Context: an optimization exercise on an open-source flow, tuned for small area, a short achievable clock period and few clock cycles per item. The choices shown serve that exercise and are no tape-out recipe. Function was checked by simulation only, so behaviour that the tests miss may differ from the original. The flow treats the clock pin as an ideal source, which a real chip does not have. Power is estimated from default activity; no workload was simulated.

## design.v

```verilog
module rt_lpm #(
    parameter ROUTE_CAP = 16,
    parameter NUM_IF    = 8
) (
    input  wire        clk,
    input  wire        rst,
    input  wire        in_valid,
    output wire        in_ready,
    input  wire [7:0]  in_opc,
    input  wire [7:0]  in_sel,
    input  wire [31:0] in_w0,
    input  wire [31:0] in_w1,
    input  wire [31:0] in_w2,
    output reg         out_valid,
    output reg  [7:0]  out_status,
    output reg  [31:0] out_w0,
    output reg  [31:0] out_w1,
    output reg  [31:0] out_w2,
    output reg         faulted
);
    localparam IFW = (NUM_IF > 1) ? $clog2(NUM_IF) : 1;
    localparam CW  = $clog2(ROUTE_CAP + 1);
    localparam [7:0] OPC_NOP    = 8'h00;
    localparam [7:0] OPC_RESET  = 8'h01;
    localparam [7:0] OPC_ADD    = 8'h50;
    localparam [7:0] OPC_LOOKUP = 8'h52;
    localparam [7:0] ST_OK         = 8'h00;
    localparam [7:0] ST_ILLEGAL    = 8'h01;
    localparam [7:0] ST_MALFORMED  = 8'h02;
    localparam [7:0] ST_BAD_IF     = 8'h03;
    localparam [7:0] ST_BAD_ARG    = 8'h04;
    function [31:0] len_mask;
        input [5:0] len;
        begin
            if (len == 6'd0)
                len_mask = 32'h0;
            else
                len_mask = ~(32'hffffffff >> len);
        end
    endfunction
    function pfx_match;
        input [31:0] x;
        input [5:0]  len;
        reg   [3:0]  bz;        
        reg   [2:0]  nb;        
        reg   [7:0]  pb;        
        integer g;
        begin
            for (g = 0; g < 4; g = g + 1)
                bz[g] = (x[31-8*g -: 8] == 8'd0);
            nb = len[5:3];
            pfx_match = 1'b1;
            for (g = 0; g < 4; g = g + 1)
                if (g < nb && !bz[g])
                    pfx_match = 1'b0;
            case (len[4:3])
                2'd0: pb = x[31:24];
                2'd1: pb = x[23:16];
                2'd2: pb = x[15:8];
                default: pb = x[7:0];
            endcase
            if (!len[5] && ((pb & ~(8'hff >> len[2:0])) != 8'd0))
                pfx_match = 1'b0;
        end
    endfunction
    reg  rdy;
    assign in_ready = rdy;
    wire fire = in_valid && rdy;
    reg            c_v;
    reg            c_nop, c_reset, c_add, c_lookup;    
    reg [IFW-1:0]  c_ifx;        
    reg [1:0]      c_sel_hi;     
    reg [31:0]     c_w0;
    reg [31:0]     c_w1;
    reg [5:0]      c_len;        
    reg            c_nhv;        
    reg [6:0]      c_resv;       
    always @(posedge clk) begin
        if (rst)
            c_v <= 1'b0;
        else
            c_v <= fire;
        c_nop    <= (in_opc == OPC_NOP);
        c_reset  <= (in_opc == OPC_RESET);
        c_add    <= (in_opc == OPC_ADD);
        c_lookup <= (in_opc == OPC_LOOKUP);
        c_ifx    <= in_sel[IFW-1:0];
        c_sel_hi <= {|in_sel[7:5], |in_sel[4:IFW]};
        c_w0     <= in_w0;
        c_w1     <= in_w1;
        c_len    <= in_w2[5:0];
        c_nhv    <= in_w2[8];
        c_resv   <= {|in_w2[7:6],   |in_w2[12:9],  |in_w2[16:13],
                     |in_w2[20:17], |in_w2[24:21], |in_w2[28:25],
                     |in_w2[31:29]};
    end
    wire sel_nz  = (|c_sel_hi) || (|c_ifx);
    wire sel_bad = |c_sel_hi;              
    wire resv    = |c_resv;
    reg  [7:0] status;
    always @(*) begin
        if (c_nop || c_reset || c_lookup)
            status = sel_nz ? ST_MALFORMED : ST_OK;
        else if (c_add) begin
            if (resv)
                status = ST_MALFORMED;
            else if (sel_bad)
                status = ST_BAD_IF;
            else if (c_len > 6'd32)
                status = ST_BAD_ARG;
            else
                status = ST_OK;
        end else
            status = ST_ILLEGAL;
    end
    reg  fault_pend;      
    wire act       = c_v && !faulted && !fault_pend;
    wire st_ok     = (status == ST_OK);
    wire do_reset  = act && st_ok && c_reset;
    wire do_add    = act && st_ok && c_add;
    wire lk_ok     = st_ok && c_lookup;
    reg [CW-1:0]   count;
    reg [5:0]      t_len [0:ROUTE_CAP-1];
    reg [31:0]     t_pfx [0:ROUTE_CAP-1];    
    reg            t_nhv [0:ROUTE_CAP-1];
    reg [31:0]     t_nh  [0:ROUTE_CAP-1];    
    reg [IFW-1:0]  t_ifx [0:ROUTE_CAP-1];
    reg [ROUTE_CAP-1:0] match;
    reg [ROUTE_CAP-1:0] same;
    integer i, b;
    always @(*) begin
        for (i = 0; i < ROUTE_CAP; i = i + 1) begin
            match[i] = (i < count) && pfx_match(c_w0 ^ t_pfx[i], t_len[i]);
            same[i]  = match[i] && (t_len[i] == c_len);
        end
    end
    wire same_found = |same;
    wire full       = (count == ROUTE_CAP);
    wire overflow   = do_add && !same_found && full;
    reg [ROUTE_CAP-1:0] wr;
    always @(*) begin
        for (i = 0; i < ROUTE_CAP; i = i + 1)
            wr[i] = do_add && (same[i] || (!same_found && count == i));
    end
    wire [31:0] add_nh  = c_nhv ? c_w1 : 32'd0;
    always @(posedge clk) begin
        for (i = 0; i < ROUTE_CAP; i = i + 1) begin
            if (wr[i]) begin
                t_len[i] <= c_len;
                t_pfx[i] <= c_w0;
                t_nhv[i] <= c_nhv;
                t_nh[i]  <= add_nh;
                t_ifx[i] <= c_ifx;
            end
        end
    end
    always @(posedge clk) begin
        if (rst || do_reset)
            count <= {CW{1'b0}};
        else if (do_add && !same_found && !full)
            count <= count + 1'b1;
    end
    reg [ROUTE_CAP-1:0] cand1;
    reg [ROUTE_CAP-1:0] with_bit1;
    reg [5:4]           lk_len1;
    always @(*) begin
        cand1 = lk_ok ? match : {ROUTE_CAP{1'b0}};
        for (b = 5; b >= 4; b = b - 1) begin
            for (i = 0; i < ROUTE_CAP; i = i + 1)
                with_bit1[i] = cand1[i] && t_len[i][b];
            lk_len1[b] = |with_bit1;
            if (lk_len1[b])
                cand1 = with_bit1;
        end
    end
    reg                 s_v;
    reg [2:0]           s_status;
    reg                 s_hit;
    reg [ROUTE_CAP-1:0] s_cand;      
    reg [5:4]           s_len;
    reg [31:0]          s_dst;
    always @(posedge clk) begin
        if (rst) begin
            s_v        <= 1'b0;
            fault_pend <= 1'b0;
        end else begin
            s_v <= act && !overflow;
            if (act && overflow)
                fault_pend <= 1'b1;
        end
        rdy <= rst || !(faulted || fault_pend || (act && overflow));
        s_status <= status[2:0];
        s_hit    <= lk_ok && (|match);
        s_cand   <= cand1;
        s_len    <= lk_len1;
        s_dst    <= c_w0;
    end
    reg [ROUTE_CAP-1:0] cand;
    reg [ROUTE_CAP-1:0] with_bit;
    reg [5:0]           lk_len;
    always @(*) begin
        cand = s_cand;
        lk_len[5:4] = s_len;
        for (b = 3; b >= 0; b = b - 1) begin
            for (i = 0; i < ROUTE_CAP; i = i + 1)
                with_bit[i] = cand[i] && t_len[i][b];
            lk_len[b] = |with_bit;
            if (lk_len[b])
                cand = with_bit;
        end
    end
    wire lk_hit = s_hit;
    reg            lk_nhv;
    reg [31:0]     lk_nh;
    reg [IFW-1:0]  lk_ifx;
    always @(*) begin
        lk_nhv = 1'b0;
        lk_nh  = 32'd0;
        lk_ifx = {IFW{1'b0}};
        for (i = 0; i < ROUTE_CAP; i = i + 1) begin
            lk_nhv = lk_nhv | (cand[i] & t_nhv[i]);
            lk_nh  = lk_nh  | ({32{cand[i]}} & t_nh[i]);
            lk_ifx = lk_ifx | ({IFW{cand[i]}} & t_ifx[i]);
        end
    end
    always @(posedge clk) begin
        if (rst) begin
            faulted   <= 1'b0;
            out_valid <= 1'b0;
        end else begin
            out_valid <= s_v && !faulted;
            if (fault_pend)
                faulted <= 1'b1;
        end
        out_status <= {5'd0, s_status};
        out_w0     <= {8'd0, {(8-IFW){1'b0}}, lk_ifx, 2'b00, lk_len,
                       6'd0, lk_nhv, lk_hit};
        out_w1     <= lk_nh;
        out_w2     <= s_dst & len_mask(lk_len);
    end
endmodule
```

## flow/run.sh

```bash
#!/bin/bash
set -euo pipefail
export BUFFER_PORTS_ARGS="-buffer_cell sky130_fd_sc_hd__buf_1"
export PRE_CTS_TCL="$(pwd)/flow/size_outputs.tcl"
bash standard.sh finish > standard_flow.log 2>&1
```

## flow/size_outputs.tcl

```tcl
# Hook run before CTS: make the output ports faster to drive. Each output
# port's buffer becomes a buf_2 and the flip-flop that feeds it (if any) the
# _2 strength of the same flip-flop type. Only drive strengths change.
set block [ord::get_db_block]
set nbuf 0
set nff 0
foreach bterm [$block getBTerms] {
  if {[$bterm getIoType] != "OUTPUT"} { continue }
  set net [$bterm getNet]
  if {$net == "NULL"} { continue }
  foreach iterm [$net getITerms] {
    if {![$iterm isOutputSignal]} { continue }
    set buf [$iterm getInst]
    set bmaster [[$buf getMaster] getName]
    if {[string match "sky130_fd_sc_hd__buf_*" $bmaster] && $bmaster != "sky130_fd_sc_hd__buf_2"} {
      replace_cell [$buf getName] sky130_fd_sc_hd__buf_2
      incr nbuf
    }
    foreach it2 [$buf getITerms] {
      if {![$it2 isInputSignal]} { continue }
      set n2 [$it2 getNet]
      if {$n2 == "NULL"} { continue }
      foreach it3 [$n2 getITerms] {
        if {![$it3 isOutputSignal]} { continue }
        set drv [$it3 getInst]
        set dm [[$drv getMaster] getName]
        if {[regexp {^(sky130_fd_sc_hd__dfxtp)_1$} $dm -> base]} {
          replace_cell [$drv getName] ${base}_2
          incr nff
        }
      }
    }
  }
}
puts "size_outputs: $nbuf port buffers, $nff flip-flops resized"
```

## standard.sh

```bash
#!/bin/bash
# synth_recipe.tcl (not shown) runs the flow's synth.tcl, then flattens the netlist and writes it again
# the make line also repeats each setting of config.mk as NAME=value (left out here)
make -C /OpenROAD-flow-scripts/flow DESIGN_CONFIG=/design/flow/config.mk WORK_HOME=/design/flow/orfs CLKGATE_MAP_FILE= SYNTH_SCRIPT=/design/flow/synth_recipe.tcl "${@:-finish}"
```

## config.mk

```make
export PLATFORM = sky130hd
export DESIGN_NAME = rt_lpm
export DESIGN_NICKNAME = rt_lpm
export VERILOG_FILES = /design/flow/design.v
export SDC_FILE = /design/flow/constraint.sdc
export NUM_CORES = 4
export LEC_CHECK = 0
export CAP_MARGIN = 20
export CORE_MARGIN = 2
export CORE_UTILIZATION = 60
export CTS_BUF_LIST = sky130_fd_sc_hd__clkbuf_16
export CTS_CLUSTER_DIAMETER = 120
export CTS_CLUSTER_SIZE = 25
export PLACE_DENSITY = 0.7
export SLEW_MARGIN = 20
```

## constraint.sdc

```tcl
create_clock -name core_clock -period 35.0 [get_ports {clk}]
set_input_delay 7.0000 -clock core_clock [delete_from_list [all_inputs] [get_ports {clk}]]
set_output_delay 7.0000 -clock core_clock [all_outputs]
set_load 0.01 [all_outputs]
```

==> impl_metrics.ini, run 1 <==
[sta]
hold_violations = 0
whs_ps = 334
fmax_ghz = 0.122
rsz0062_at_grt = false
fin_crit_ps = 8180
tightest_slew_ps = 1190
post-route-period-util_pct = 23.4
tns_ps = 0
final-max-slew-violation-count = 0
clock_skew_ps = 34.4
setup_viol = 0
slew_headroom_pct = 19.9

[power_and_ir_drop]
p_leak_nw = 21.7
peakVddDrop_uv = 47.3
powerDensity_mw_per_mm2 = 43.6

[clock_network]
cts_tree = built
cts.repair.resized = 0
cts-hold-fix-buffers = 0
clk_pin_slew_ps = 100
cts_sinks = 1414
numCtsBuffers = 66
postCtsSetupBuffers = 0
clk_latency_ps = 700

[critical_path]
start_kind = flip-flop
crit_type = reg2out
crit_fanout = 3
endpoint_kind = output pin
cp.buffers_inverters = 1
path_cells = buf_2
timing.rr.start = t_len[0][3]
cp_data_required_time_ps = 28000
critical_path_depth = 1
max_stage_delay_ps = 350
rrSetupSlack_ps = 27600
reg2reg_depth = 18
cpMaxStageDelayCell = dfxtp_2
rr_endpoint = out_w1[21]
critPathTopFamily = flip-flops
crit_arrival_ps = 1180

[synthesis]
synth_top_flop_cell = edfxtp_1
syn_area_sq_mm = 0.0607
synth_cell_types = 100
synth-seq-cells = 1414
synth-seq-area-share_pct = 66.2
synth_area_per_cell_sq_um = 12.9
yosysTopAreaCell = edfxtp_1
synth.area.top_cells = edfxtp_1 59%, dfxtp_1 7.6%, xnor2_1 4.6%
synthDominantCellAreaShare_pct = 58.6
syn_inst = 4696
ys.warnings.count = 6
synth-async-reset-ratio_pct = 0
synth_edf_count = 1184

[flow_run]
maxCapViolations = 0

[global_route]
antenna_found_initial = 6
grt_pass1_vias = 38000
grt_pass1_wl_um = 263000
grt_overflow = 0
grtUsageTotal_pct = 35.3
grt_max_degree = 65

[hold_path]
hold_depth = 0
min_to = out_w0[0]
worstHoldStart = s_hit
hold_path_class = reg2reg

[cells_and_area]
final_util_pct = 64.9
area_delta_synth_final_pct = 7.14
final_cells = 6138
drive_above_1_share_pct = 10.5
final_net_count = 4903

[floorplanning]
fp.dieH_um = 322
die_w_um = 322
initial_core_util_pct = 60.6
io_pins = 222
core_area_sq_mm = 0.100
num_rows = 116
dieArea_sq_mm = 0.104

[routing]
drt_first_pass_iters = 6
ant_nets = 0
drc = 0
routedWlPerCell_um = 30.2
vias = 41000
wl_um = 185000
drtIter0Drc = 6271
vias_per_cell = 6.68

[placed_design]
hpwlAfterDp_um = 116000
gp_congestion = 1.07
dp.cells = 6015
port_buffers = 195

[run_status]
status = complete, no violations
==> layout by cell type (no fill, tap or decap), types with 29 or more instances in the layout <==
cell type,n
nor2_1,411
edfxtp_1,1184
inv_1,115
o211ai_1,44
o22ai_1,60
buf_2,81
buf_4,115
a221oi_1,83
xor2_1,300
dfxtp_2,120
nand4_1,116
o21a_1,29
clkbuf_16,69
nand3_1,38
dfxtp_1,110
xnor2_1,316
a21oi_1,92
nand2_1,539
nor4_1,104
o21ai_0,106
and2_1,47
buf_1,114
nor3_1,58
a2111oi_0,40
a211oi_1,34
o2bb2ai_1,41
==> state kept, by name, indices dropped and copies added (netlist names), 2 cells and up <==
name        count
t_pfx         512
c_ifx           3
s_status        3
s_cand         16
out_w2         32
t_len          96
c_resv          7
c_sel_hi        2
s_dst          32
c_len           6
out_w0         11
t_nh          512
t_nhv          16
c_w1           32
out_w1         32
out_status      3
t_ifx          48
c_w0           32
s_len           2
count           5
==> worst max path at each step <==
| stage | start | to |
|---|---|---|
| after global routing | faulted | faulted |
| after global placement | in_opc[5] | c_reset |
| final | faulted | faulted |
| after floorplan | c_w0[4] | t_ifx[7][0] |
| after detailed placement | in_opc[5] | c_reset |
| after CTS | faulted | faulted |
==> worst register-to-register path: cells and delay by family (launching register included) <==
| kind | cells | cell delay, ps |
|---|---|---|
| AOI/OAI and AO/OA | 9 | 2670 |
| DFF | 1 | 720 |
| buffers and inverters | 4 | 1640 |
| and+or+nand+nor | 5 | 2280 |
==> routing by layer <==
layer | share of wire (%) | global-route usage, % | up-vias
met3 | 12 | 6.42 | 474
li1 | - | - | 17500
met5 | 0.013 | 0 | -
met2 | 44 | 53.5 | 2839
met1 | 39 | 50.2 | 20200
met4 | 5.2 | 16.0 | 4
==> cells by family after synthesis <==
| group | Yosys count | share of synthesized area (%) |
|---|---|---|
| adder cells (fa/ha/maj) | 4 | 0.0784 |
| XOR/XNOR | 616 | 8.89 |
| other | 1 | 0.00618 |
| flip-flops | 1414 | 66.2 |
| AND/OR/NAND/NOR | 1444 | 11.0 |
| multiplexers | 50 | 1.20 |
| buffers and inverters | 385 | 2.94 |
| AO/OA/AOI/OAI | 782 | 9.68 |
==> synth_stat cells, drive strengths merged, types with 68 or more instances <==
library cell  count
xor2            300
o21ai           111
a21oi           113
nor4            108
a221oi           83
nand4           116
xnor2           316
clkbuf          139
nor2            417
inv              68
nand2           540
dfxtp           230
edfxtp         1184
buf             176
==> through the flow <==
step	setup WS [ps]	instance area, sq um	power (mW)
final	26820	65000	2.84
after global routing	26770	65000	2.91
after CTS	26780	65000	2.85
after detailed placement	27080	62800	1.99
after global placement	27080	62800	1.99
after floorplan	25630	60800	1.94
==> layout make-up <==
| cell class | count | area (sq um) |
|---|---|---|
| Clock inverter | 53 | 258 |
| Antenna cell | 1 | 2.50 |
| Clock buffer | 69 | 1730 |
| Timing Repair Buffer | 311 | 1720 |
| Fill cell | 7486 | 35100 |
| Sequential cell | 1414 | 40300 |
| Inverter | 70 | 265 |
| Tap cell | 1298 | 1620 |
| Multi-Input combinational cell | 2922 | 19100 |
==> report_power, final <==
group | switching, mW | internal [mW] | leakage [nW] | total [mW]
Clock | 0.520 | 0.366 | 1.14 | 0.886
Sequential | 0.0148 | 1.83 | 12.6 | 1.84
Combinational | 0.0750 | 0.0350 | 7.94 | 0.110
Testbench counts, summed over its fixed seeds: cycles 24,024, items 24,000.
==> run 2: changes to the inputs <==
--- a/config.mk
+++ b/config.mk
@@ -11,5 +11,5 @@
 export CTS_BUF_LIST = sky130_fd_sc_hd__clkbuf_16
 export CTS_CLUSTER_DIAMETER = 120
 export CTS_CLUSTER_SIZE = 25
-export PLACE_DENSITY = 0.7
+export PLACE_DENSITY = 0.8
 export SLEW_MARGIN = 20
==> run 2 against run 1 <==
  * Via count increased by 0.72%
  * Design area about the same
  * Clock skew increased by 13 ps
  * Hold slack improved by 2.1 ps
  * Area after synthesis unchanged
  * Critical endpoint is now out_w1[3]
  * Largest power group unchanged
==> impl_metrics.ini, run 2 <==
[run_status]
status = complete, no violations

[flow_run]
maxCapViolations = 0

[clock_network]
clk_pin_slew_ps = 90
cts_tree = built
cts_sinks = 1414
clk_latency_ps = 700
cts.repair.resized = 0
numCtsBuffers = 67
postCtsSetupBuffers = 0
cts-hold-fix-buffers = 0

[placed_design]
gp_congestion = 1.06
port_buffers = 195
hpwlAfterDp_um = 111000

[cells_and_area]
top_regs = t_nh (512), t_pfx (512), t_len (96)
fillers = 7122
area_delta_synth_final_pct = 7.08
final_net_count = 4895
drive_above_1_share_pct = 10.4
layout_common_cells = 1184 x edfxtp_1, 539 x nand2_1, 411 x nor2_1, 316 x xnor2_1, 300 x xor2_1
final_common_cell = edfxtp_1
final_util_pct = 64.9

[sta]
tightest_slew_ps = 1180
setup_viol = 0
clock_skew_ps = 47.1
tns_ps = 0
post-route-period-util_pct = 23.3
rsz0062_at_grt = false
slew_headroom_pct = 20.8
hold_violations = 0
final-max-slew-violation-count = 0
fmax_ghz = 0.123
fin_crit_ps = 8140

[synthesis]
synth_common_cells = 1184 x edfxtp_1, 539 x nand2_1, 412 x nor2_1, 316 x xnor2_1, 300 x xor2_1
yosysTopAreaCell = edfxtp_1
yosysMostFrequentCell = edfxtp_1
synthDominantCellAreaShare_pct = 58.6
syn_area_sq_mm = 0.0607
synth-seq-area-share_pct = 66.2
synth_top_flop_cell = edfxtp_1
synth.area.top_cells = edfxtp_1 59%, dfxtp_1 7.6%, xnor2_1 4.6%
ys.warnings.count = 6
synth_edf_count = 1184
synth-seq-cells = 1414
syn_inst = 4696
synth_area_per_cell_sq_um = 12.9
synth-async-reset-ratio_pct = 0
synth_cell_types = 100

[floorplanning]
die_w_um = 322
core_area_sq_mm = 0.100
initial_core_util_pct = 60.6
dieArea_sq_mm = 0.104
io_pins = 222
num_rows = 116
fp.dieH_um = 322

[critical_path]
critPathTopFamily = flip-flops
path_cells = buf_2
cp_data_required_time_ps = 28000
endpoint_kind = output pin
cp.buffers_inverters = 1
crit_fanout = 1
start_kind = flip-flop
crit_arrival_ps = 1140
cpMaxStageDelayCell = dfxtp_2
max_stage_delay_ps = 330
crit_type = reg2out

[hold_path]
hold_path_class = reg2reg

[routing]
drt_first_pass_iters = 6
wl_um = 181000
drtIter0Drc = 6711
routedWlPerCell_um = 29.6
ant_nets = 0
drc = 0
vias = 41300
vias_per_cell = 6.74

[global_route]
grt_overflow = 0
grt_pass1_wl_um = 261000
grt_max_degree = 66
grtUsageTotal_pct = 34.5
antenna_found_initial = 1
grt_pass1_vias = 39700

[power_and_ir_drop]
p_leak_nw = 21.7
powerDensity_mw_per_mm2 = 43.7
peakVddDrop_uv = 70.4
==> run 2: power by group <==
group,internal [mW],switching [mW]
sequential,1.83,0.0145
combinational,0.0346,0.0748
clock,0.368,0.521
total,2.23,0.610
==> run 2: layout make-up <==
| class | count | area (sq um) | share of cell area, % |
|---|---|---|---|
| Clock inverter | 53 | 282 | 0.433 |
| Timing Repair Buffer | 302 | 1660 | 2.55 |
| Clock buffer | 69 | 1730 | 2.66 |
| Tap cell | 1298 | 1620 | 2.50 |
| Sequential cell | 1414 | 40300 | 62.0 |
| Multi-Input combinational cell | 2922 | 19100 | 29.4 |
| Antenna cell | 1 | 2.50 | 0.00385 |
| Inverter | 70 | 265 | 0.408 |
==> run 2: final timing paths <==
check | startpoint | to | slack, ps | cells after the start
worst max-delay path | out_w1[3] | out_w1[3] | 26860 | 1
worst min-delay path | s_hit | out_w0[0] | 340 | 0
worst max register to register | t_len[10][3] | out_w1[9] | 27260 | 18
worst min register to register | s_hit | out_w0[0] | 340 | 0
==> run 2: metal layers <==
| metal | wire, um | global-route usage [%] |
|---|---|---|
| met2 | 80800 | 53.2 |
| met4 | 10900 | 17.7 |
| met1 | 66100 | 47.2 |
| met3 | 23400 | 6.46 |
| met5 | 0 | 0 |
==> run 2: metrics by stage <==
step	power [mW]	hold slack [ps]	area [sq um]	worst slack, ps	std cells
finish	2.84	336	65000	26860	6129
global route	2.90	347	65000	26830	6128
CTS	2.84	341	64900	26840	6127
detailed placement	1.99	321	62700	27080	6005
global placement	1.98	312	62700	27080	6005
floorplan	1.94	310	60800	25630	4721
==> run 2: cells by family after synthesis <==
kind of cell             synth area share [%]
AND/OR/NAND/NOR                          11.0
multiplexers                             1.20
buffers and inverters                    2.94
other                                 0.00618
AO/OA/AOI/OAI                            9.68
flip-flops                               66.2
adder cells (fa/ha/maj)                0.0784
XOR/XNOR                                 8.89
==> run 3: changes to the inputs <==
--- a/config.mk
+++ b/config.mk
@@ -11,5 +11,6 @@
 export CTS_BUF_LIST = sky130_fd_sc_hd__clkbuf_16
 export CTS_CLUSTER_DIAMETER = 120
 export CTS_CLUSTER_SIZE = 25
-export PLACE_DENSITY = 0.8
+export GPL_ROUTABILITY_DRIVEN = 0
+export PLACE_DENSITY = 0.7
 export SLEW_MARGIN = 20
==> run 3 against run 2 <==
  * Still clean on timing, DRC and antenna
  * Area after synthesis stayed put
  * Non-clock buffer count is 9 higher
  * Sequential share of layout area hardly changed
  * Core utilization hardly changed
  * Critical path depth stayed put
  * Flip-flop and latch count stayed put
  * Clock power is 0.4% lower
  * Cell count is 0.13% higher
  * Die area stayed put
  * Count of clock-buffer cells in the layout is 3 lower
  * Design area hardly changed
==> impl_metrics.ini, run 3 <==
[global_route]
grt_max_degree = 61
grt_pass1_vias = 37800
grt_overflow = 0
grtUsageTotal_pct = 35.1
grt_pass1_wl_um = 262000
antenna_found_initial = 3

[cells_and_area]
final_net_count = 4903
final_cells = 6137
layout_common_cells = 1184 x edfxtp_1, 539 x nand2_1, 411 x nor2_1, 316 x xnor2_1, 300 x xor2_1
final_area_sq_mm = 0.0650
top_regs = t_nh (512), t_pfx (512), t_len (96)
final_common_cell = edfxtp_1
final_util_pct = 64.9
area_delta_synth_final_pct = 7.09
fillers = 7463
drive_above_1_share_pct = 10.5

[routing]
routedWlPerCell_um = 29.9
drt_first_pass_iters = 9
wl_um = 183000
vias = 41100
vias_per_cell = 6.69
drc = 0
drtIter0Drc = 6200
ant_nets = 0

[critical_path]
path_cells = buf_2
crit_fanout = 3
max_stage_delay_ps = 350
start_kind = flip-flop
crit_arrival_ps = 1170
cpMaxStageDelayCell = dfxtp_2
cp_data_required_time_ps = 28000
crit_type = reg2out
critPathTopFamily = flip-flops
cp.buffers_inverters = 1
endpoint_kind = output pin

[floorplanning]
fp.dieH_um = 322
core_area_sq_mm = 0.100
initial_core_util_pct = 60.6
die_w_um = 322
dieArea_sq_mm = 0.104
num_rows = 116
io_pins = 222

[power_and_ir_drop]
switching_share_pct = 21.8
p_clk_share_pct = 31.2
p_int_mw = 2.22
powerDensity_mw_per_mm2 = 43.7
seqPwrFrac_pct = 64.8
fin_total_pwr_mw = 2.84
peakVddDrop_uv = 39.0
switchingPower_mw = 0.619
p_leak_nw = 21.7
pwr-share-comb_pct = 4.0

[synthesis]
syn_area_sq_mm = 0.0607
synth_compound_gate_area_share_pct = 9.68
muxShareOfSynthArea_pct = 1.20
synth_top_family_by_area = simple AND/OR/NAND/NOR gates
synth_edf_count = 1184
synth-async-reset-ratio_pct = 0
synthDominantCellAreaShare_pct = 58.6
synth_top_flop_cell = edfxtp_1
synth-simple-area-share_pct = 11.0
synth_area_per_cell_sq_um = 12.9
syn_inst = 4696
synth.area.top_cells = edfxtp_1 59%, dfxtp_1 7.6%, xnor2_1 4.6%
yosysTopAreaCell = edfxtp_1
synth_cell_types = 100
synth-seq-area-share_pct = 66.2
yosysMostFrequentCell = edfxtp_1
synth-seq-cells = 1414
ys.warnings.count = 6
synth_common_cells = 1184 x edfxtp_1, 539 x nand2_1, 412 x nor2_1, 316 x xnor2_1, 300 x xor2_1
synth_xor_area_share_pct = 8.89
synthAdderAreaFrac_pct = 0.0784

[hold_path]
hold_path_class = reg2reg

[placed_design]
hpwlAfterDp_um = 114000
port_buffers = 195
preCtsSetupSlack_ps = 27080
dp.cells = 6015
place_area_sq_mm = 0.0628

[clock_network]
clk_latency_ps = 700
numCtsBuffers = 66
cts-hold-fix-buffers = 0
cts_tree = built
cts.repair.resized = 0
clk_pin_slew_ps = 90
postCtsSetupBuffers = 0
cts_sinks = 1414

[sta]
setup_viol = 0
rsz0062_at_grt = false
clock_skew_ps = 34.7
whs_ps = 331
tns_ps = 0
fin_crit_ps = 8170
worst_slack_ps = 26830
hold_violations = 0
fmax_ghz = 0.122
final-max-slew-violation-count = 0
post-route-period-util_pct = 23.3
slew_headroom_pct = 18.5
tightest_slew_ps = 1220

[run_status]
status = complete, no violations

[flow_run]
maxCapViolations = 0
==> run 3: worst paths after layout <==
path / startpoint / endpoint / slack, ps / depth (start not counted)
min reg2reg: s_status[2] / out_status[2] / 330 / 0
max reg2reg: c_w0[29] / t_nh[11][12] / 27560 / 16
max: faulted / faulted / 26830 / 1
min: s_status[2] / out_status[2] / 330 / 0
==> run 3: power groups by stage <==
| stage | clock [mW] | sequential [mW] | combinational [mW] |
|---|---|---|---|
| after global routing | 0.946 | 1.84 | 0.120 |
| after global placement | 0 | 1.88 | 0.109 |
| after floorplan | 0 | 1.87 | 0.0696 |
| after CTS | 0.891 | 1.84 | 0.111 |
| after detailed placement | 0 | 1.88 | 0.110 |
| final | 0.885 | 1.84 | 0.113 |
==> run 3: area by class of cell <==
cell class	count	area, sq um	area share [%]
Inverter	70	265	0.408
Timing Repair Buffer	311	1700	2.62
Sequential cell	1414	40300	62.0
Tap cell	1298	1620	2.50
Antenna cell	3	7.51	0.0116
Multi-Input combinational cell	2922	19100	29.4
Clock buffer	66	1650	2.54
Clock inverter	53	300	0.462
==> run 3: logic make-up (layout without fill, tap and decap cells) <==
| group | after synthesis | after routing |
|---|---|---|
| buffers and inverters | 385 | 500 |
| DFF | 1414 | 1414 |
| and+or+nand+nor | 1444 | 1444 |
| AOI/OAI and AO/OA | 782 | 782 |
| other | 1 | 29 |
| muxes | 50 | 50 |
| adders and majority gates | 4 | 4 |
| xor gates and xnor gates | 616 | 616 |
==> run 3: metal layers <==
| layer | wire length (um) | track usage, % | share of wire (%) |
|---|---|---|---|
| met4 | 9530 | 15.7 | 5.2 |
| met1 | 71100 | 49.6 | 39 |
| met5 | 9 | 0 | 0.0049 |
| met2 | 80700 | 52.6 | 44 |
| met3 | 22000 | 7.53 | 12 |
==> run 4: changes to the inputs <==
==> config.mk (replaced) <==
export PLATFORM = sky130hd
export DESIGN_NAME = rt_lpm
export DESIGN_NICKNAME = rt_lpm
export VERILOG_FILES = /design/flow/design.v
export SDC_FILE = /design/flow/constraint.sdc
export NUM_CORES = 4
export LEC_CHECK = 0
export CAP_MARGIN = 10
export CORE_MARGIN = 2
export CORE_UTILIZATION = 60
export CTS_BUF_LIST = sky130_fd_sc_hd__clkbuf_16
export CTS_CLUSTER_DIAMETER = 100
export CTS_CLUSTER_SIZE = 20
export PLACE_DENSITY = 0.7
export SLEW_MARGIN = 10
==> run 4 against run 3 <==
  * Critical path depth stayed put
  * Clock power is 13% higher
  * Register-to-register slack better by 100 ps
  * Maximum frequency is 0.14% lower
==> impl_metrics.ini, run 4 <==
[sta]
setup_viol = 0
fmax_ghz = 0.122
tns_ps = 0
fin_crit_ps = 8180
clock_skew_ps = 41.0
hold_violations = 0
final-max-slew-violation-count = 0
tightest_slew_ps = 1310
worst_slack_ps = 26820
slew_headroom_pct = 12.7
post-route-period-util_pct = 23.4
rsz0062_at_grt = false

[cells_and_area]
layout_common_cells = 1184 x edfxtp_1, 539 x nand2_1, 411 x nor2_1, 316 x xnor2_1, 300 x xor2_1
top_regs = t_nh (512), t_pfx (512), t_len (96)
area_delta_synth_final_pct = 7.93
final_net_count = 4917
drive_above_1_share_pct = 10.8
final_common_cell = edfxtp_1
final_util_pct = 65.4

[synthesis]
synth.area.top_cells = edfxtp_1 59%, dfxtp_1 7.6%, xnor2_1 4.6%
synth_area_per_cell_sq_um = 12.9
ys.warnings.count = 6
synth_top_flop_cell = edfxtp_1
synthDominantCellAreaShare_pct = 58.6
synth-seq-area-share_pct = 66.2
synth-async-reset-ratio_pct = 0
synth-seq-cells = 1414
yosysTopAreaCell = edfxtp_1
yosysMostFrequentCell = edfxtp_1
syn_area_sq_mm = 0.0607
synth_cell_types = 100
syn_inst = 4696
synth_common_cells = 1184 x edfxtp_1, 539 x nand2_1, 412 x nor2_1, 316 x xnor2_1, 300 x xor2_1
synth_edf_count = 1184

[critical_path]
crit_arrival_ps = 1180
path_cells = buf_2
cp.buffers_inverters = 1
max_stage_delay_ps = 340
reg2reg_depth = 16
endpoint_kind = output pin
rrSetupSlack_ps = 27660
cpMaxStageDelayCell = dfxtp_2
rr_endpoint = t_nh[11][12]
cp_data_required_time_ps = 28000
crit_fanout = 3
crit_type = reg2out
start_kind = flip-flop
critPathTopFamily = flip-flops
timing.rr.start = c_w0[30]

[floorplanning]
num_rows = 116
die_w_um = 322
core_area_sq_mm = 0.100
fp.dieH_um = 322
initial_core_util_pct = 60.6
dieArea_sq_mm = 0.104
io_pins = 222

[global_route]
grt_overflow = 0
grt_pass1_wl_um = 265000
grtUsageTotal_pct = 35.5
antenna_found_initial = 5
grt_max_degree = 65
grt_pass1_vias = 38200

[routing]
drc = 0
drtIter0Drc = 5911
drt_first_pass_iters = 6
vias_per_cell = 6.63
wl_um = 185000
vias = 40900
routedWlPerCell_um = 30.1
ant_nets = 0

[clock_network]
postCtsSetupBuffers = 0
numCtsBuffers = 82
clk_latency_ps = 720
cts-hold-fix-buffers = 0
cts_sinks = 1414
cts_tree = built
cts.repair.resized = 0
clk_pin_slew_ps = 80

[power_and_ir_drop]
pwr-share-comb_pct = 3.7
fin_total_pwr_mw = 2.95
p_clk_share_pct = 33.9
powerDensity_mw_per_mm2 = 45.1
switching_share_pct = 21.8
seqPwrFrac_pct = 62.3
p_leak_nw = 22.0
switchingPower_mw = 0.643
p_int_mw = 2.31
peakVddDrop_uv = 48.3

[run_status]
status = complete, no violations

[placed_design]
hpwlAfterDp_um = 116000
gp_congestion = 1.07
port_buffers = 195
preCtsSetupSlack_ps = 27090

[hold_path]
hold_path_class = reg2reg
min_to = out_status[2]
worstHoldStart = s_status[2]
hold_depth = 0

[flow_run]
maxCapViolations = 0
==> run 4: area by class of cell <==
| type | count | area (sq um) |
|---|---|---|
| Antenna cell | 1 | 2.50 |
| Clock buffer | 83 | 2080 |
| Clock inverter | 69 | 412 |
| Fill cell | 7471 | 34700 |
| Inverter | 70 | 265 |
| Multi-Input combinational cell | 2922 | 19100 |
| Sequential cell | 1414 | 40300 |
| Tap cell | 1298 | 1620 |
| Timing Repair Buffer | 309 | 1690 |
==> run 4: kinds of logic (layout without fill, tap and decap cells) <==
group / count (synthesis) / count (layout) / share of synthesized area [%]
xor+xnor: 616 / 616 / 8.89
mux: 50 / 50 / 1.20
other cells: 1 / 27 / 0.00618
flops: 1414 / 1414 / 66.2
compound gates: 782 / 782 / 9.68
fa+ha+maj: 4 / 4 / 0.0784
buf+inv: 385 / 531 / 2.94
simple gates: 1444 / 1444 / 11.0
==> run 4: power by group through the flow <==
stage / sequential [mW] / clock (mW) / combinational, mW
after floorplan: 1.87 / 0 / 0.0696
after global placement: 1.88 / 0 / 0.107
after detailed placement: 1.88 / 0 / 0.108
after CTS: 1.84 / 1.01 / 0.108
after global routing: 1.84 / 1.07 / 0.117
final: 1.84 / 1.00 / 0.110
==> run 4: worst max-delay path by stage <==
stage | start | end | slack [ps] | depth (start not counted)
detailed placement | in_opc[5] | c_nop | 27090 | 4
floorplan | c_w0[4] | t_ifx[7][0] | 25630 | 13
CTS | faulted | faulted | 26780 | 1
global route | faulted | faulted | 26780 | 1
finish | faulted | faulted | 26820 | 1
global placement | in_opc[5] | c_reset | 27080 | 4
==> run 4: layer usage <==
metal	part of all wire, %	vias up	track usage [%]	wire (um)
met5	0.013	-	0	24
met3	12	484	7.07	21400
met2	45	2748	54.1	82800
li1	-	17500	-	-
met1	39	20200	49.9	72300
met4	4.9	4	15.3	9020
==> run 4: stage by stage <==
stage / instance area [sq um] / hold WS, ps / instances
floorplan: 60800 / 310 / 4721
global placement: 62800 / 312 / 6013
detailed placement: 62800 / 320 / 6013
CTS: 65500 / 335 / 6165
global route: 65500 / 334 / 6165
finish: 65500 / 336 / 6166
==> run 5: changes to the inputs <==
--- a/design.v
+++ b/design.v
@@ -41,26 +41,23 @@
     function pfx_match;
         input [31:0] x;
         input [5:0]  len;
-        reg   [3:0]  bz;        
-        reg   [2:0]  nb;        
-        reg   [7:0]  pb;        
+        reg   [7:0]  nz;        
+        reg   [3:0]  pn;        
         integer g;
         begin
-            for (g = 0; g < 4; g = g + 1)
-                bz[g] = (x[31-8*g -: 8] == 8'd0);
-            nb = len[5:3];
+            for (g = 0; g < 8; g = g + 1)
+                nz[g] = (x[31-4*g -: 4] == 4'd0);
             pfx_match = 1'b1;
-            for (g = 0; g < 4; g = g + 1)
-                if (g < nb && !bz[g])
+            for (g = 0; g < 8; g = g + 1)
+                if (g < len[5:2] && !nz[g])
                     pfx_match = 1'b0;
-            case (len[4:3])
-                2'd0: pb = x[31:24];
-                2'd1: pb = x[23:16];
-                2'd2: pb = x[15:8];
-                default: pb = x[7:0];
+            pn = x[31 - 4*len[4:2] -: 4];
+            case (len[1:0])
+                2'd1: if (pn[3])      pfx_match = 1'b0;
+                2'd2: if (|pn[3:2])   pfx_match = 1'b0;
+                2'd3: if (|pn[3:1])   pfx_match = 1'b0;
+                default: ;
             endcase
-            if (!len[5] && ((pb & ~(8'hff >> len[2:0])) != 8'd0))
-                pfx_match = 1'b0;
         end
     endfunction
     reg  rdy;
--- a/config.mk
+++ b/config.mk
@@ -5,11 +5,11 @@
 export SDC_FILE = /design/flow/constraint.sdc
 export NUM_CORES = 4
 export LEC_CHECK = 0
-export CAP_MARGIN = 10
+export CAP_MARGIN = 20
 export CORE_MARGIN = 2
 export CORE_UTILIZATION = 60
 export CTS_BUF_LIST = sky130_fd_sc_hd__clkbuf_16
 export CTS_CLUSTER_DIAMETER = 100
 export CTS_CLUSTER_SIZE = 20
 export PLACE_DENSITY = 0.7
-export SLEW_MARGIN = 10
+export SLEW_MARGIN = 20
==> run 5 against run 4 <==
  * Still clean on timing, DRC and antenna
  * Wire length is 4.6% higher
  * Cell count grew 1.4%
  * Worst setup slack got worse by 110 ps
  * Combinational power barely moved
  * Non-clock buffer count grew 11
  * Critical path depth unchanged
  * Sequential power hardly changed
  * Synthesized cell count increased by 0.28%
  * Sequential share of layout area shrank 1.0 points
  * Count of clock-buffer cells in the layout decreased by 2
  * Core utilization is 0.051 points higher
  * Largest cell class unchanged
  * Highest routed layer unchanged
==> impl_metrics.ini, run 5 <==
[cells_and_area]
final_common_cell = edfxtp_1
final_net_count = 4962
area_delta_synth_final_pct = 8.15
final_util_pct = 65.4
top_regs = t_nh (512), t_pfx (512), t_len (96)
final_area_sq_mm = 0.0666
layout_common_cells = 1184 x edfxtp_1, 438 x nor2_1, 402 x xor2_1, 354 x nand3_1, 225 x xnor2_1
drive_above_1_share_pct = 11.2

[placed_design]
hpwlAfterDp_um = 120000
gp_congestion = 1.04
port_buffers = 195
place_area_sq_mm = 0.0640

[synthesis]
synth_top_flop_cell = edfxtp_1
yosysMostFrequentCell = edfxtp_1
syn_inst = 4709
syn_area_sq_mm = 0.0616
synth-seq-cells = 1414
synth_edf_count = 1184
synth_common_cells = 1184 x edfxtp_1, 443 x nor2_1, 402 x xor2_1, 354 x nand3_1, 230 x dfxtp_1
synth_area_per_cell_sq_um = 13.1
synth-async-reset-ratio_pct = 0
yosysTopAreaCell = edfxtp_1
ys.warnings.count = 6
synth.area.top_cells = edfxtp_1 58%, dfxtp_1 7.5%, xor2_1 5.7%
synth-seq-area-share_pct = 65.2
synthDominantCellAreaShare_pct = 57.8
synth_cell_types = 93

[routing]
drc = 0
routedWlPerCell_um = 31.0
drt_first_pass_iters = 6
drtIter0Drc = 5999
wl_um = 194000
ant_nets = 0
vias_per_cell = 6.73
vias = 42100

[hold_path]
hold_path_class = reg2reg

[power_and_ir_drop]
peakVddDrop_uv = 48.7
powerDensity_mw_per_mm2 = 44.0
fin_total_pwr_mw = 2.93
p_leak_nw = 23.1

[critical_path]
critPathTopFamily = flip-flops
cp_data_required_time_ps = 28000
crit_fanout = 1
start_kind = flip-flop
endpoint_kind = output pin
crit_arrival_ps = 1280
path_cells = buf_2
cpMaxStageDelayCell = dfxtp_2
crit_type = reg2out
max_stage_delay_ps = 400
cp.buffers_inverters = 1

[clock_network]
cts.repair.resized = 0
cts_tree = built
cts_sinks = 1414
clk_pin_slew_ps = 90
numCtsBuffers = 81
cts-hold-fix-buffers = 0
clk_latency_ps = 720
postCtsSetupBuffers = 0

[sta]
fmax_ghz = 0.121
tns_ps = 0
tightest_slew_ps = 1080
fin_crit_ps = 8280
clock_skew_ps = 42.1
slew_headroom_pct = 28.2
hold_violations = 0
setup_viol = 0
final-max-slew-violation-count = 0
rsz0062_at_grt = false
post-route-period-util_pct = 23.7

[global_route]
grtUsageTotal_pct = 36.8
use_met1_pct = 52.1
antenna_found_initial = 7
busiest_layer = met2
grt_overflow = 0
grt_pass1_vias = 39800
grt_pass1_wl_um = 276000
grt_use_met2_pct = 54.9
gr-usage-met3_pct = 8.46
grt_max_degree = 63

[floorplanning]
die_w_um = 324
num_rows = 117
initial_core_util_pct = 60.5
io_pins = 222
dieArea_sq_mm = 0.105
core_area_sq_mm = 0.102
fp.dieH_um = 324

[run_status]
status = complete, no violations

[flow_run]
maxCapViolations = 0
run 5: cell count changes after synthesis, moves of 22 or more:
cell and delta:
nor2_1 +31, nand2_1 -378, xnor2_1 -91, a221oi_1 -29, clkbuf_1 +48, buf_2 -22, inv_1 +53, ha_1 +32
nand3_1 +316, o21ai_0 -42, xor2_1 +102, a2111oi_0 +73, o2bb2ai_1 -36
run 5: path summary, 6_finish.rpt:
path | endpoint | start | slack [ps] | depth (start not counted)
hold reg to reg | out_status[2] | s_status[2] | 330 | 0
setup / recovery | out_w1[4] | out_w1[4] | 26720 | 1
setup reg to reg | t_nh[12][2] | t_len[9][2] | 27270 | 15
hold / removal | out_status[2] | s_status[2] | 330 | 0
run 5: layer usage:
layer | up-vias | routed length [um]
met1 | 20800 | 75600
met3 | 525 | 24300
met2 | 2982 | 84800
met5 | - | 38
met4 | 6 | 9350
li1 | 17800 | -
run 5: power by group:
part | switching (mW) | leakage [nW] | internal (mW) | total (mW)
Sequential | 0.0162 | 12.6 | 1.83 | 1.84
Clock | 0.550 | 1.37 | 0.428 | 0.978
Combinational | 0.0723 | 9.04 | 0.0343 | 0.107
run 5: cell families (layout without fill, tap and decap cells):
kind of cell / Yosys count / count (layout) / synth area share (%)
fa+ha+maj: 35 / 35 / 0.711
compound gates: 725 / 725 / 9.06
other cells: 1 / 28 / 0.00609
xor+xnor: 628 / 628 / 8.95
buf+inv: 454 / 600 / 3.26
simple gates: 1377 / 1377 / 11.0
flops: 1414 / 1414 / 65.2
mux: 75 / 75 / 1.81
run 5: per-stage QoR:
step | setup slack [ps] | hold WS, ps | cells
2_1_floorplan | 25390 | 310 | 4734
6_report | 26720 | 328 | 6250
3_3_place_gp | 27060 | 314 | 6092
4_1_cts | 26690 | 329 | 6247
3_5_place_dp | 27020 | 312 | 6096
5_1_grt | 26690 | 336 | 6248
run 5: area by class of cell:
cell class,count,area [sq um]
sequential,1414,40300
timing repair buffer,320,1850
clock buffer,81,2030
antenna,2,5.00
inverter,129,487
multi-input combinational,2866,19800
fill,7520,35200
tap,1368,1710
clock inverter,70,339
run 5: worst register-to-register path, stage by stage (launching register included):
cell and delay [ps]:
edfxtp_1 830, clkinv_1 630, ha_1 700, mux4_2 560, o211ai_1 170, a31oi_1 120, o221ai_1 590, nor4_1 180
buf_4 210, a211o_1 230, nor4_1 260, nand4_1 300, nor2_1 640, nand2_1 280, o21ai_4 860, buf_4 750
Testbench counts of run 5, summed over its fixed seeds: cycles 24,024, items 24,000.

re-timing with driven ports:
The flow's constraints put no driver on any port. The routed layouts listed below were extracted and timed again, unchanged, in two steps.
Step 1 assumes that a clkbuf_16 drives the clock port and a buf_2 every other input.
Step 2 also shifts input and output timing later by t, the mid clock arrival at the registers, as if the neighbouring blocks saw the same clock.
Slacks: ideal / step 1 / step 2; pairs: ideal / step 1.
run	t, ns	setup WS [ns]	hold slack, ns	worst slew at a driven data input, ns	cell pins on the clock port's net
run 1	0.755	26.818 / 26.743 / 27.051	0.334 / 0.334 / 0.334	0.04	1
run 2	0.750	26.858 / 26.785 / 27.026	0.336 / 0.336 / 0.336	0.04	1
run 3	0.756	26.834 / 26.765 / 27.055	0.331 / 0.331 / 0.331	0.04	1
run 4	0.770	26.822 / 26.751 / 27.062	0.336 / 0.336 / 0.336	0.04	1
run 5	0.782	26.716 / 26.637 / 27.010	0.328 / 0.328 / 0.328	0.05	1
After both steps setup and hold are still met in every run listed.
